Background: an optimization exercise with open tools, aiming at small area and a short achievable clock period. Do not read the settings as production practice. At most, simulation tests tie the RTL to the original design; equivalence was not proved. No driver is modelled on the clock port, so clock power and skew are understated where the tree is cut down; a real chip needs a root buffer or a tree. Power and IR drop assume default switching activity.

==> v15 <==
## pte_rx
module pte_rx (
    input  wire        clk,
    input  wire        rst,             
    input  wire        in_valid,
    input  wire [7:0]  in_byte,
    output reg         res_valid,
    output wire [7:0]  res_code,        
    output wire [15:0] res_data_len,    
    output wire [7:0]  res_opt_len,     
    output wire [2:0]  res_addr_ctl,    
    output wire        res_ext_hdr_valid,
    output wire [7:0]  res_ext_hdr,
    output wire [47:0] res_orig,        
    output wire        res_dest_valid,
    output wire [31:0] res_dest,        
    output wire [1:0]  res_kind,        
    output wire [31:0] res_data,        
    output wire [7:0]  res_subtel,      
    output wire [15:0] res_rssi_dbm     
);
export LEC_CHECK = 0
export CAP_MARGIN = 20
export CORE_MARGIN = 2
export CORE_UTILIZATION = 70
export SETUP_SLACK_MARGIN = 3.0
export SLEW_MARGIN = 20
create_clock -name core_clock -period 5.0 [get_ports {clk}]
standard.sh (not shown) runs the stock make flow with config.mk's settings and CLKGATE_MAP_FILE= SYNTH_SCRIPT=/design/flow/synth_recipe.tcl, a recipe that flattens the netlist after the stock synthesis.
==> flow/flow/run.sh <==
#!/bin/bash
# Layout: the standard flow (standard synthesis included), with
# - port buffers of the smallest plain buffer instead of the delay buffer
#   that buffer_ports picks by itself;
# - a hand-built two-level clock tree (flow/cts_hook.tcl) in place of
#   TritonCTS's three-level one.
set -euo pipefail
bash standard.sh BUFFER_PORTS_ARGS="-buffer_cell sky130_fd_sc_hd__buf_1" \
  PRE_CTS_TCL="$PWD/flow/cts_hook.tcl" finish > standard_flow.log 2>&1
Other scripts of this flow, unchanged in this note and not shown: flow/flow/cts_hook.tcl, flow/flow/mycts.tcl
==> v6: changes against v15 <==
--- a/flow/design.v
+++ b/flow/design.v
@@ -51,31 +51,31 @@
   reg  [7:0]  opt_len;
   reg  [15:0] cnt;            
   reg         cnt_zero;       
   reg         cnt_one;        
   reg         in_opt;         
   reg  [7:0]  crc;            
+  reg         hdr_bad;
+  reg         pkt_bad;
   reg         oversize;       
   localparam [3:0] P_HDR  = 4'd0;
   localparam [3:0] P_EXTH = 4'd1;
   localparam [3:0] P_EXTK = 4'd2;
   localparam [3:0] P_ORIG = 4'd3;
   localparam [3:0] P_DEST = 4'd4;
   localparam [3:0] P_DATA = 4'd5;
   localparam [3:0] P_DCRC = 4'd6;
   localparam [3:0] P_SUB  = 4'd7;
   localparam [3:0] P_SIG  = 4'd8;
   localparam [3:0] P_DONE = 4'd9;    
   localparam [3:0] P_E23  = 4'd10;   
-  localparam [3:0] P_EXHK = 4'd11;   
   reg  [3:0]  pst;
   reg  [2:0]  fcnt;           
   reg  [2:0]  addr_ctl;
   reg         ext_flag;
-  reg  [1:0]  kind;           
-  reg         kind_bad;       
+  reg  [3:0]  kind_sel;
   reg         dest_valid;
   reg  [7:0]  ext_hdr;
   reg  [47:0] orig;
   reg  [31:0] dest;
   reg  [31:0] data;
   reg  [7:0]  subtel;
@@ -122,23 +122,22 @@
   wire        cnt_hi0   = (cnt[15:2] == 14'd0);
   wire        in_body   = rv && (ast == A_BODY);
   wire        last_byte = in_body && at_trail;
   wire        discard   = (ast == A_WAIT) || ((ast == A_PT) && oversize);
   wire [2:0]  orig_last = (rb[7:5] == 3'b000) ? 3'd2 :
                           (rb[7:5] == 3'b011) ? 3'd5 : 3'd3;
-  wire [2:0]  data_last = (kind == 2'd2) ? 3'd3 : 3'd0;
+  wire [2:0]  data_last = (kind_sel == 4'd2) ? 3'd3 : 3'd0;
   wire        fcnt_zero = (fcnt == 3'd0);
-  localparam [4:0] K_OK = 5'b00_000;
-  localparam [4:0] K_12 = 5'b01_010;
-  localparam [4:0] K_13 = 5'b01_011;
-  localparam [4:0] K_20 = 5'b10_000;
+  wire        kind_bad  = (kind_sel > 4'd2);
   wire        dl_short  = (data_len[15:3] == 13'd0) && (data_len[2:0] != 3'd7);
-  wire        env_ok    = (code == K_OK);
-  reg  [7:0]  code_next;              
+  reg  [7:0]  code_next;
   always @(*) begin
-    if (addr_ctl[2])                           code_next = 8'h21;
+    if (hdr_bad)                               code_next = 8'h12;
+    else if (pkt_bad)                          code_next = 8'h13;
+    else if (dl_short)                         code_next = 8'h20;
+    else if (addr_ctl[2])                      code_next = 8'h21;
     else if ((pst == P_DONE) && kind_bad)      code_next = 8'h22;
     else if (pst == P_E23)                     code_next = 8'h23;
     else if (pst != P_DONE)                    code_next = 8'h25;
     else if (crc != rb)                        code_next = 8'h24;
     else                                       code_next = 8'h00;
   end
@@ -175,18 +174,15 @@
   always @(posedge clk) begin
     if (rv) begin
       if (ast == A_LH) data_len[15:8] <= rb;
       if (ast == A_LL) data_len[7:0]  <= rb;
       if (ast == A_OL) opt_len        <= rb;
       if (ast == A_OL) oversize       <= oversize_in;
-      if (ast == A_PT) code           <= (rb != PT_RADIO) ? K_13 : K_OK;
-      if (ast == A_HC) begin
-        if (crc != rb)                code <= K_12;
-        else if (env_ok && dl_short)  code <= K_20;
-      end
-      if (last_byte && env_ok) code   <= {code_next[5:4], code_next[2:0]};
+      if (ast == A_PT) pkt_bad        <= (rb != PT_RADIO);
+      if (ast == A_HC) hdr_bad        <= (crc != rb);
+      if (last_byte)   code           <= {code_next[5:4], code_next[2:0]};
     end
   end
   always @(posedge clk) begin
     if (rv && ast == A_HC) begin
       cnt      <= data_len;
       cnt_zero <= (data_len == 16'd0);
@@ -212,33 +208,28 @@
       pst  <= P_HDR;
     end else if (in_body) begin
       case (pst)
         P_HDR: begin
           addr_ctl     <= rb[7:5];
           ext_flag     <= rb[4];
-          kind         <= rb[1:0];
-          kind_bad     <= (rb[3:2] != 2'b00) || (rb[1:0] == 2'b11);
+          kind_sel     <= rb[3:0];
           dest_valid   <= (rb[7:5] == 3'b010);
           orig[23:0]   <= 24'd0;    
           data[23:0]   <= 24'd0;
           dcrc         <= 8'd0;
           fcnt         <= orig_last;
           if (rb[4])
-            pst <= (rb[3:0] == 4'hF) ? P_EXHK : P_EXTH;
+            pst <= P_EXTH;
           else if (rb[3:0] == 4'hF)
             pst <= P_EXTK;
           else
             pst <= P_ORIG;
         end
         P_EXTH: begin
           ext_hdr <= rb;
-          pst     <= P_ORIG;
-        end
-        P_EXHK: begin
-          ext_hdr <= rb;
-          pst     <= P_EXTK;
+          pst     <= (kind_sel == 4'hF) ? P_EXTK : P_ORIG;
         end
         P_EXTK: pst <= P_ORIG;
         P_ORIG: begin
           orig <= {orig[39:0], rb};
           if (fcnt_zero) begin
             fcnt <= dest_valid ? 3'd3 : data_last;
@@ -281,11 +272,11 @@
   assign res_addr_ctl      = addr_ctl;
   assign res_ext_hdr_valid = ext_flag;
   assign res_ext_hdr       = ext_hdr;
   assign res_orig          = orig;
   assign res_dest_valid    = dest_valid;
   assign res_dest          = dest;
-  assign res_kind          = kind;
+  assign res_kind          = kind_sel[1:0];
   assign res_data          = data;
   assign res_subtel        = subtel;
   assign res_rssi_dbm      = {{8{rssi_neg}}, rssi_lo};
 endmodule
- GPL_ROUTABILITY_DRIVEN: not set -> 0
==> v17: changes against v15 <==
--- a/flow/design.v
+++ b/flow/design.v
@@ -51,31 +51,31 @@
   reg  [7:0]  opt_len;
   reg  [15:0] cnt;            
   reg         cnt_zero;       
   reg         cnt_one;        
   reg         in_opt;         
   reg  [7:0]  crc;            
+  reg         hdr_bad;
+  reg         pkt_bad;
   reg         oversize;       
   localparam [3:0] P_HDR  = 4'd0;
   localparam [3:0] P_EXTH = 4'd1;
   localparam [3:0] P_EXTK = 4'd2;
   localparam [3:0] P_ORIG = 4'd3;
   localparam [3:0] P_DEST = 4'd4;
   localparam [3:0] P_DATA = 4'd5;
   localparam [3:0] P_DCRC = 4'd6;
   localparam [3:0] P_SUB  = 4'd7;
   localparam [3:0] P_SIG  = 4'd8;
   localparam [3:0] P_DONE = 4'd9;    
   localparam [3:0] P_E23  = 4'd10;   
-  localparam [3:0] P_EXHK = 4'd11;   
   reg  [3:0]  pst;
   reg  [2:0]  fcnt;           
   reg  [2:0]  addr_ctl;
   reg         ext_flag;
-  reg  [1:0]  kind;           
-  reg         kind_bad;       
+  reg  [3:0]  kind_sel;
   reg         dest_valid;
   reg  [7:0]  ext_hdr;
   reg  [47:0] orig;
   reg  [31:0] dest;
   reg  [31:0] data;
   reg  [7:0]  subtel;
@@ -122,23 +122,22 @@
   wire        cnt_hi0   = (cnt[15:2] == 14'd0);
   wire        in_body   = rv && (ast == A_BODY);
   wire        last_byte = in_body && at_trail;
   wire        discard   = (ast == A_WAIT) || ((ast == A_PT) && oversize);
   wire [2:0]  orig_last = (rb[7:5] == 3'b000) ? 3'd2 :
                           (rb[7:5] == 3'b011) ? 3'd5 : 3'd3;
-  wire [2:0]  data_last = (kind == 2'd2) ? 3'd3 : 3'd0;
+  wire [2:0]  data_last = (kind_sel == 4'd2) ? 3'd3 : 3'd0;
   wire        fcnt_zero = (fcnt == 3'd0);
-  localparam [4:0] K_OK = 5'b00_000;
-  localparam [4:0] K_12 = 5'b01_010;
-  localparam [4:0] K_13 = 5'b01_011;
-  localparam [4:0] K_20 = 5'b10_000;
+  wire        kind_bad  = (kind_sel > 4'd2);
   wire        dl_short  = (data_len[15:3] == 13'd0) && (data_len[2:0] != 3'd7);
-  wire        env_ok    = (code == K_OK);
-  reg  [7:0]  code_next;              
+  reg  [7:0]  code_next;
   always @(*) begin
-    if (addr_ctl[2])                           code_next = 8'h21;
+    if (hdr_bad)                               code_next = 8'h12;
+    else if (pkt_bad)                          code_next = 8'h13;
+    else if (dl_short)                         code_next = 8'h20;
+    else if (addr_ctl[2])                      code_next = 8'h21;
     else if ((pst == P_DONE) && kind_bad)      code_next = 8'h22;
     else if (pst == P_E23)                     code_next = 8'h23;
     else if (pst != P_DONE)                    code_next = 8'h25;
     else if (crc != rb)                        code_next = 8'h24;
     else                                       code_next = 8'h00;
   end
@@ -175,18 +174,15 @@
   always @(posedge clk) begin
     if (rv) begin
       if (ast == A_LH) data_len[15:8] <= rb;
       if (ast == A_LL) data_len[7:0]  <= rb;
       if (ast == A_OL) opt_len        <= rb;
       if (ast == A_OL) oversize       <= oversize_in;
-      if (ast == A_PT) code           <= (rb != PT_RADIO) ? K_13 : K_OK;
-      if (ast == A_HC) begin
-        if (crc != rb)                code <= K_12;
-        else if (env_ok && dl_short)  code <= K_20;
-      end
-      if (last_byte && env_ok) code   <= {code_next[5:4], code_next[2:0]};
+      if (ast == A_PT) pkt_bad        <= (rb != PT_RADIO);
+      if (ast == A_HC) hdr_bad        <= (crc != rb);
+      if (last_byte)   code           <= {code_next[5:4], code_next[2:0]};
     end
   end
   always @(posedge clk) begin
     if (rv && ast == A_HC) begin
       cnt      <= data_len;
       cnt_zero <= (data_len == 16'd0);
@@ -212,37 +208,29 @@
       pst  <= P_HDR;
     end else if (in_body) begin
       case (pst)
         P_HDR: begin
           addr_ctl     <= rb[7:5];
           ext_flag     <= rb[4];
-          kind         <= rb[1:0];
-          kind_bad     <= (rb[3:2] != 2'b00) || (rb[1:0] == 2'b11);
+          kind_sel     <= rb[3:0];
           dest_valid   <= (rb[7:5] == 3'b010);
-          orig[23:0]   <= 24'd0;    
-          data[23:0]   <= 24'd0;
           dcrc         <= 8'd0;
           fcnt         <= orig_last;
           if (rb[4])
-            pst <= (rb[3:0] == 4'hF) ? P_EXHK : P_EXTH;
+            pst <= P_EXTH;
           else if (rb[3:0] == 4'hF)
             pst <= P_EXTK;
           else
             pst <= P_ORIG;
         end
         P_EXTH: begin
           ext_hdr <= rb;
-          pst     <= P_ORIG;
-        end
-        P_EXHK: begin
-          ext_hdr <= rb;
-          pst     <= P_EXTK;
+          pst     <= (kind_sel == 4'hF) ? P_EXTK : P_ORIG;
         end
         P_EXTK: pst <= P_ORIG;
         P_ORIG: begin
-          orig <= {orig[39:0], rb};
           if (fcnt_zero) begin
             fcnt <= dest_valid ? 3'd3 : data_last;
             pst  <= dest_valid ? P_DEST : kind_bad ? P_DONE : P_DATA;
           end else
             fcnt <= fcnt - 3'd1;
         end
@@ -252,13 +240,12 @@
             fcnt <= data_last;
             pst  <= kind_bad ? P_DONE : P_DATA;
           end else
             fcnt <= fcnt - 3'd1;
         end
         P_DATA: begin
-          data <= {data[23:0], rb};
           dcrc <= dcrc_next;
           if (fcnt_zero)
             pst <= P_DCRC;
           else
             fcnt <= fcnt - 3'd1;
         end
@@ -272,20 +259,30 @@
           rssi_neg <= (rb != 8'd0);
           pst      <= P_DONE;
         end
         default: ;
       endcase
     end
+  end
+  wire        zero_in  = (ast != A_BODY) || (pst == P_HDR);
+  wire [7:0]  zb       = zero_in ? 8'd0 : rb;
+  wire        pre_tel  = rv && ((ast == A_PT) || (ast == A_HC) ||
+                                ((ast == A_BODY) && (pst == P_HDR)));
+  always @(posedge clk) begin
+    if (pre_tel || (in_body && pst == P_ORIG))
+      orig <= {orig[39:0], zb};
+    if (pre_tel || (in_body && pst == P_DATA))
+      data <= {data[23:0], zb};
   end
   assign res_data_len      = data_len;
   assign res_opt_len       = opt_len;
   assign res_addr_ctl      = addr_ctl;
   assign res_ext_hdr_valid = ext_flag;
   assign res_ext_hdr       = ext_hdr;
   assign res_orig          = orig;
   assign res_dest_valid    = dest_valid;
   assign res_dest          = dest;
-  assign res_kind          = kind;
+  assign res_kind          = kind_sel[1:0];
   assign res_data          = data;
   assign res_subtel        = subtel;
   assign res_rssi_dbm      = {{8{rssi_neg}}, rssi_lo};
 endmodule
==> v5: changes against v15 <==
--- a/flow/design.v
+++ b/flow/design.v
@@ -51,31 +51,31 @@
   reg  [7:0]  opt_len;
   reg  [15:0] cnt;            
   reg         cnt_zero;       
   reg         cnt_one;        
   reg         in_opt;         
   reg  [7:0]  crc;            
+  reg         hdr_bad;
+  reg         pkt_bad;
   reg         oversize;       
   localparam [3:0] P_HDR  = 4'd0;
   localparam [3:0] P_EXTH = 4'd1;
   localparam [3:0] P_EXTK = 4'd2;
   localparam [3:0] P_ORIG = 4'd3;
   localparam [3:0] P_DEST = 4'd4;
   localparam [3:0] P_DATA = 4'd5;
   localparam [3:0] P_DCRC = 4'd6;
   localparam [3:0] P_SUB  = 4'd7;
   localparam [3:0] P_SIG  = 4'd8;
   localparam [3:0] P_DONE = 4'd9;    
   localparam [3:0] P_E23  = 4'd10;   
-  localparam [3:0] P_EXHK = 4'd11;   
   reg  [3:0]  pst;
   reg  [2:0]  fcnt;           
   reg  [2:0]  addr_ctl;
   reg         ext_flag;
-  reg  [1:0]  kind;           
-  reg         kind_bad;       
+  reg  [3:0]  kind_sel;
   reg         dest_valid;
   reg  [7:0]  ext_hdr;
   reg  [47:0] orig;
   reg  [31:0] dest;
   reg  [31:0] data;
   reg  [7:0]  subtel;
@@ -122,23 +122,22 @@
   wire        cnt_hi0   = (cnt[15:2] == 14'd0);
   wire        in_body   = rv && (ast == A_BODY);
   wire        last_byte = in_body && at_trail;
   wire        discard   = (ast == A_WAIT) || ((ast == A_PT) && oversize);
   wire [2:0]  orig_last = (rb[7:5] == 3'b000) ? 3'd2 :
                           (rb[7:5] == 3'b011) ? 3'd5 : 3'd3;
-  wire [2:0]  data_last = (kind == 2'd2) ? 3'd3 : 3'd0;
+  wire [2:0]  data_last = (kind_sel == 4'd2) ? 3'd3 : 3'd0;
   wire        fcnt_zero = (fcnt == 3'd0);
-  localparam [4:0] K_OK = 5'b00_000;
-  localparam [4:0] K_12 = 5'b01_010;
-  localparam [4:0] K_13 = 5'b01_011;
-  localparam [4:0] K_20 = 5'b10_000;
+  wire        kind_bad  = (kind_sel > 4'd2);
   wire        dl_short  = (data_len[15:3] == 13'd0) && (data_len[2:0] != 3'd7);
-  wire        env_ok    = (code == K_OK);
-  reg  [7:0]  code_next;              
+  reg  [7:0]  code_next;
   always @(*) begin
-    if (addr_ctl[2])                           code_next = 8'h21;
+    if (hdr_bad)                               code_next = 8'h12;
+    else if (pkt_bad)                          code_next = 8'h13;
+    else if (dl_short)                         code_next = 8'h20;
+    else if (addr_ctl[2])                      code_next = 8'h21;
     else if ((pst == P_DONE) && kind_bad)      code_next = 8'h22;
     else if (pst == P_E23)                     code_next = 8'h23;
     else if (pst != P_DONE)                    code_next = 8'h25;
     else if (crc != rb)                        code_next = 8'h24;
     else                                       code_next = 8'h00;
   end
@@ -175,18 +174,15 @@
   always @(posedge clk) begin
     if (rv) begin
       if (ast == A_LH) data_len[15:8] <= rb;
       if (ast == A_LL) data_len[7:0]  <= rb;
       if (ast == A_OL) opt_len        <= rb;
       if (ast == A_OL) oversize       <= oversize_in;
-      if (ast == A_PT) code           <= (rb != PT_RADIO) ? K_13 : K_OK;
-      if (ast == A_HC) begin
-        if (crc != rb)                code <= K_12;
-        else if (env_ok && dl_short)  code <= K_20;
-      end
-      if (last_byte && env_ok) code   <= {code_next[5:4], code_next[2:0]};
+      if (ast == A_PT) pkt_bad        <= (rb != PT_RADIO);
+      if (ast == A_HC) hdr_bad        <= (crc != rb);
+      if (last_byte)   code           <= {code_next[5:4], code_next[2:0]};
     end
   end
   always @(posedge clk) begin
     if (rv && ast == A_HC) begin
       cnt      <= data_len;
       cnt_zero <= (data_len == 16'd0);
@@ -212,37 +208,29 @@
       pst  <= P_HDR;
     end else if (in_body) begin
       case (pst)
         P_HDR: begin
           addr_ctl     <= rb[7:5];
           ext_flag     <= rb[4];
-          kind         <= rb[1:0];
-          kind_bad     <= (rb[3:2] != 2'b00) || (rb[1:0] == 2'b11);
+          kind_sel     <= rb[3:0];
           dest_valid   <= (rb[7:5] == 3'b010);
-          orig[23:0]   <= 24'd0;    
-          data[23:0]   <= 24'd0;
           dcrc         <= 8'd0;
           fcnt         <= orig_last;
           if (rb[4])
-            pst <= (rb[3:0] == 4'hF) ? P_EXHK : P_EXTH;
+            pst <= P_EXTH;
           else if (rb[3:0] == 4'hF)
             pst <= P_EXTK;
           else
             pst <= P_ORIG;
         end
         P_EXTH: begin
           ext_hdr <= rb;
-          pst     <= P_ORIG;
-        end
-        P_EXHK: begin
-          ext_hdr <= rb;
-          pst     <= P_EXTK;
+          pst     <= (kind_sel == 4'hF) ? P_EXTK : P_ORIG;
         end
         P_EXTK: pst <= P_ORIG;
         P_ORIG: begin
-          orig <= {orig[39:0], rb};
           if (fcnt_zero) begin
             fcnt <= dest_valid ? 3'd3 : data_last;
             pst  <= dest_valid ? P_DEST : kind_bad ? P_DONE : P_DATA;
           end else
             fcnt <= fcnt - 3'd1;
         end
@@ -252,13 +240,12 @@
             fcnt <= data_last;
             pst  <= kind_bad ? P_DONE : P_DATA;
           end else
             fcnt <= fcnt - 3'd1;
         end
         P_DATA: begin
-          data <= {data[23:0], rb};
           dcrc <= dcrc_next;
           if (fcnt_zero)
             pst <= P_DCRC;
           else
             fcnt <= fcnt - 3'd1;
         end
@@ -272,20 +259,30 @@
           rssi_neg <= (rb != 8'd0);
           pst      <= P_DONE;
         end
         default: ;
       endcase
     end
+  end
+  wire        zero_in  = (ast != A_BODY) || (pst == P_HDR);
+  wire [7:0]  zb       = zero_in ? 8'd0 : rb;
+  wire        pre_tel  = rv && ((ast == A_PT) || (ast == A_HC) ||
+                                ((ast == A_BODY) && (pst == P_HDR)));
+  always @(posedge clk) begin
+    if (pre_tel || (in_body && pst == P_ORIG))
+      orig <= {orig[39:0], zb};
+    if (pre_tel || (in_body && pst == P_DATA))
+      data <= {data[23:0], zb};
   end
   assign res_data_len      = data_len;
   assign res_opt_len       = opt_len;
   assign res_addr_ctl      = addr_ctl;
   assign res_ext_hdr_valid = ext_flag;
   assign res_ext_hdr       = ext_hdr;
   assign res_orig          = orig;
   assign res_dest_valid    = dest_valid;
   assign res_dest          = dest;
-  assign res_kind          = kind;
+  assign res_kind          = kind_sel[1:0];
   assign res_data          = data;
   assign res_subtel        = subtel;
   assign res_rssi_dbm      = {{8{rssi_neg}}, rssi_lo};
 endmodule
- SETUP_SLACK_MARGIN: 3.0 -> 2.9
==> summary.txt <==
Status
  • Status: no timing/DRC/antenna violations

Critical path
  • Worst Setup SP: opt_len[4]
  • R2r endpoint: code[1]
  • CP Capture Type: flip-flop
  • Worst r2r src: opt_len[4]

Timing
  • Fin crit share: 46.3%
  • Fin crit period: 2.31 ns

Placement
  • Worst slack, placed: 2.14 ns

Layout
  • Area occupied by multi-input gates: 3200 um2
  • Register area: 6680 um2

Power and ir drop
  • Sw Ratio: 20.3%

Floorplanning
  • Die area: 14,800 um2

Worst hold path
  • Hold endpoint: orig[39]
The numbers above come from v15.

==> summary.txt <==
Layout
  • Register area: 6780 um2
  • Fin cells: 1,032
  • Area occupied by multi-input gates: 2770 um2

Critical path
  • R2r endpoint: oversize
  • Worst Setup SP: data_len[7]
  • Worst r2r src: data_len[7]

Floorplanning
  • Core Area: 13,200 um2
  • Die area: 14,500 um2

Route
  • Via count of the routed design: 6,575

Placement
  • Worst slack, placed: 1.83 ns

Status
  • Status: no timing/DRC/antenna violations

Synthesis
  • Sequential area share after synthesis: 70.9%
  • Post-synthesis mux area share: 0.329%

Clocking
  • CTS resizes: 35

Timing
  • Fin crit share: 44.4%

Worst hold path
  • Hold endpoint: subtel[3]
The numbers above come from v5.

==> summary.txt <==
Worst hold path
  • Hold endpoint: orig[25]

Floorplanning
  • Die area: 14,900 um2

Placement
  • Worst slack, placed: 2.08 ns

Layout
  • Seq cells: 233
  • Area occupied by multi-input gates: 2930 um2
  • Util after Layout: 83.3%

Critical path
  • CP Capture Type: output pin
  • R2r endpoint: oversize
  • CP top delay family: flip-flops
  • Worst r2r src: rb[2]
  • Worst Setup SP: data_len[2]

Timing
  • Fin crit share: 39.8%
  • Setup violators final: 0
  • WHS: 0.428 ns

Synthesis
  • Adder-Cell Fraction of Synth Area: 3.46%
  • Synth top cells by count: edfxtp_1 (207), nor2_1 (49), and3_1 (48), xnor2_1 (38), nand2_1 (34)

Power and ir drop
  • Clock network fraction of total power: 33.8%
  • Sw Ratio: 19.1%

Status
  • Status: no timing/DRC/antenna violations

GRT
  • GR peak layer: met2
The numbers above come from v6.

==> summary.txt <==
Timing
  • Fin crit period: 2.46 ns
  • Fin crit share: 49.1%
  • Slew headroom: 44.0%

Layout
  • Area occupied by multi-input gates: 2940 um2
  • Inverters: 22
  • Register area: 6770 um2

Critical path
  • CP Capture Type: flip-flop
  • Worst Setup SP: cnt[0]
  • R2r endpoint: cnt[5]

Worst hold path
  • Worst Hold Depth: 0
  • Hold Startpoint: dest[13]
  • Type of the most critical hold path: reg2reg

Status
  • Status: no timing/DRC/antenna violations

GRT
  • Initial antenna violation count: 0
  • Met3 usage: 6.46%
  • Largest net degree at the start of global routing: 33

Floorplanning
  • Starting Density: 71.7%

Power and ir drop
  • Sw Ratio: 19.7%

Clocking
  • Total setup buffers inserted after CTS: 25

Placement
  • Worst slack, placed: 1.88 ns

Synthesis
  • EDFF count, synth: 207
The numbers above come from v17.

No functional check of the RTL was part of v15, v17 and v5. In every run of this note, the design's own scripts or RTL, not TritonCTS, make the clock network.

## separate check: timing with driven ports
The results above use ideal ports. As a check the final layouts listed here were re-extracted and re-timed, cells and wires unchanged.
Step 1, drivers: a clkbuf_16 drives clk and a buf_2 each remaining input, both assumed.
Step 2 moves the port delays by t, midway between the first and last clock arrival at a register: inputs arrive t later, outputs are due t later. That takes back most of the time a late clock gives input paths.
Three values: no drivers, after step 1, after step 2; two values: the first two.
run	shift t [ns]	setup WS [ns]	cell pins on the clock port's net
v15	0.380	2.686 / 2.686 / 2.686	4
v6	0.374	3.008 / 2.939 / 3.012	4
v17	0.374	2.544 / 2.544 / 2.544	4
v5	0.373	2.781 / 2.781 / 2.781	4
After both steps setup and hold are still met in every run listed.
